From an optimization exercise on the open Yosys and OpenROAD flow, aimed at small area, a short achievable clock period and few clock cycles; shortcuts taken in it are not production practice. Power and IR drop assume default switching activity.

== v32 ==
// nabu_engine
module nabu_engine (
    input  wire        clk,
    input  wire        rst,
    input  wire        rx_valid,
    output wire        rx_ready,
    input  wire [7:0]  rx_data,
    output wire        tx_valid,
    input  wire        tx_ready,
    output wire [7:0]  tx_data,
    output wire        st_req_valid,
    input  wire        st_req_ready,
    output wire [23:0] st_seg,
    output wire [7:0]  st_pkt,
    input  wire        st_rsp_valid,
    output wire        st_rsp_ready,
    input  wire [1:0]  st_rsp_kind,
    input  wire [15:0] st_rsp_len,
    input  wire [15:0] st_rsp_offset,
    input  wire        st_rsp_last,
    input  wire        st_dat_valid,
    output wire        st_dat_ready,
    input  wire [7:0]  st_dat,
    input  wire [7:0]  tod_wd,
    input  wire [7:0]  tod_mo,
    input  wire [7:0]  tod_dd,
    input  wire [7:0]  tod_hh,
    input  wire [7:0]  tod_mi,
    input  wire [7:0]  tod_ss
);
Settings: LEC_CHECK=0, ABC_AREA=1, CAP_MARGIN=20, CORE_MARGIN=2, CORE_UTILIZATION=65, CTS_BUF_LIST=sky130_fd_sc_hd__clkbuf_8, SETUP_SLACK_MARGIN=2.9, SLEW_MARGIN=20, TNS_END_PERCENT=5; clock period 5.0 ns.
standard.sh (not shown) runs the stock make flow with config.mk's settings and CLKGATE_MAP_FILE= SYNTH_SCRIPT=/design/flow/synth_recipe.tcl, a recipe that flattens the netlist after the stock synthesis.
==> flow/flow/run.sh <==
#!/bin/bash
# The standard layout, with the port buffers made of buf_2 cells instead of
# the cell buffer_ports picks by default. The output of the whole run goes to
# standard.log in the folder this runs in.
export BUFFER_PORTS_ARGS="-buffer_cell sky130_fd_sc_hd__buf_2"
bash standard.sh > standard.log 2>&1
The inputs of v4 differ from those of v32 as listed below.
--- a/flow/design.v
+++ b/flow/design.v
@@ -139,24 +139,25 @@
     wire        q_00 = (q == 8'h00);
     wire        q_ff = (q == 8'hFF);
     reg  [2:0]  cls;
     reg         f_idle;                  
     reg         f_a1, f_a2;              
     reg         f_b1;                    
     reg         f_r1, f_r2, f_r3, f_r4;  
     reg         f_r5, f_r6, f_r7, f_r8;  
     reg         f_lk;                    
     reg         ffff;                    
     reg  [2:0]  aptr;            
     reg  [1:0]  acnt;            
+    reg         alast;           
     reg         alk;             
     reg  [7:0]  r0, r1, r2, r3, r4, r5;
     reg         ld_last;
     reg         ld_time;
     reg         ld_framed;
     reg  [15:0] cnt;             
     reg  [4:0]  idx;             
     reg  [15:0] crc;
     reg         s_valid, s_esc, s_abs;
     reg  [7:0]  s_data;
     reg         o_valid, o_esc, o_dup, o_abs;
     reg  [7:0]  o_data;
@@ -210,25 +211,25 @@
     wire [7:0] cur = ({8{m_ack}}  & ack_byte)   |
                      ({8{m_hdr}}  & hdr_byte)   |
                      ({8{m_pay}}  & st_dat)     |
                      ({8{m_crch}} & ~crc[15:8]) |
                      ({8{m_crcl}} & ~crc[7:0]);
     wire cur_abs = m_hdr | m_pay;
     wire cur_esc = m_hdr | m_pay | m_crch | m_crcl;
     wire take = st_dat_valid & dat_rdy;
     wire have = m_ack | m_hdr | (m_pay & take) | (m_crch & ~o_abs) | m_crcl;
     wire push = have & ~s_valid;
     wire cnt_one  = (cnt == 16'd1);
     wire cnt_zero = (cnt == 16'd0);
-    wire ack_last = m_ack & push & (acnt == 2'd0);
+    wire ack_last = m_ack & push & alast;
     wire proc     = q_v & (m_rx | (ack_last & ~alk));
     wire [2:0] eff = q_known ? q_cls : cls;
     wire sel_a  = f_idle & (eff == C_A);
     wire sel_82 = f_idle & (eff == C_82);
     wire sel_83 = f_idle & (eff == C_83);
     wire sel_1e = f_idle & (eff == C_1E);
     wire sel_05 = f_idle & (eff == C_05);
     wire sel_84 = f_idle & (eff == C_84);
     wire r4_time = f_r4 & q_7f & ffff;
     wire r4_rst  = f_r4 & ~r4_time &
                    ((q_00 & (r1 == 8'h00) & (r2 == 8'h83)) | (r3 == 8'h83));
     wire r4_look = f_r4 & ~r4_time & ~r4_rst;
@@ -390,37 +391,41 @@
             8'h84:        q_cls <= C_84;
             8'h0F:        q_cls <= C_NONE;
             default: begin q_cls <= C_NONE; q_known <= 1'b0; end
             endcase
             q_7f <= (rx_data == 8'h7F);
         end
         if (!o_free && push) begin
             s_data <= cur;
             s_esc  <= cur_esc;
             s_abs  <= cur_abs;
         end
         if (proc) begin
-            aptr <= st_close ? A_10E1 : n_aptr;
-            acnt <= st_close ? 2'd1 : n_acnt;
-            alk  <= r4_look;
+            aptr  <= st_close ? A_10E1 : n_aptr;
+            acnt  <= st_close ? 2'd1 : n_acnt;
+            alast <= ~st_close & (n_acnt == 2'd0);
+            alk   <= r4_look;
         end else if (rsp_fire) begin
-            aptr <= rsp_nf ? A_90 : A_91;
-            acnt <= 2'd0;
-            alk  <= 1'b0;
+            aptr  <= rsp_nf ? A_90 : A_91;
+            acnt  <= 2'd0;
+            alast <= 1'b1;
+            alk   <= 1'b0;
         end else if (close_go) begin
-            aptr <= A_10E1;
-            acnt <= 2'd1;
+            aptr  <= A_10E1;
+            acnt  <= 2'd1;
+            alast <= 1'b0;
         end else if (m_ack & push) begin
-            aptr <= aptr + 3'd1;
-            acnt <= acnt - 2'd1;
+            aptr  <= aptr + 3'd1;
+            acnt  <= acnt - 2'd1;
+            alast <= (acnt == 2'd1);
         end
         if (tod_cap) begin
             if (tod_all) begin
                 r0 <= tod_wd;
                 r1 <= tod_mo;
                 r2 <= tod_dd;
                 r3 <= {4'h0, mod3(tod_hh[7:2]), tod_hh[1:0]};
             end
             r4 <= tod_mi;
             r5 <= tod_ss;
         end else if (rsp_fire) begin
             r4 <= st_rsp_offset[15:8];
==> run summary <==
Delta (v4 minus v32): area after synthesis grew by 120 µm², max-slew headroom at the worst pin shrank by 5.6 points, total non-filler cell area in the finished layout grew by about 1.2%. Re setup fix buffers added after clock tree synthesis: v32 was lower than v4. The wire length of v4 was inferior to that of v32. v4 finished all stages; the layout is clean. v4 vs. v32: routed via count divided by cell count level; number of cells on the critical path moved down; slew at the pin with the worst max-slew slack moved up; total chip power moved up. Total of cells resized after clock tree synthesis, v32 and v4: larger value in v4.
No functional check of the RTL was part of any run of this note.

## re-timing with driven ports
The results above use ideal ports. As a check the final layouts listed here were re-extracted and re-timed, cells and wires unchanged.
Step 1 sets driving cells, clkbuf_16 on the clock port and buf_2 on the other inputs (assumed; they add their load-dependent delay and slew).
Step 2 also shifts input and output timing later by t, the mid clock arrival at the registers, as if the neighbouring blocks saw the same clock.
a / b / c = ideal / step 1 / step 2; a / b = the first two.
| run | t, ns | setup WS [ns] | hold WS [ns] | worst setup path at the end | pins driven straight from the clock port |
|---|---|---|---|---|---|
| v32 | 0.500 | 2.753 / 2.738 / 2.391 | 0.469 / 0.469 / 0.469 | input to register | 1 |
| v4 | 0.502 | 2.846 / 2.807 / 2.399 | 0.464 / 0.464 / 0.464 | input to register | 1 |
After both steps every run listed still meets setup and hold. For v4, which loses most, drivers alone change the setup slack by -0.039 ns; drivers and shift together by -0.447 ns.
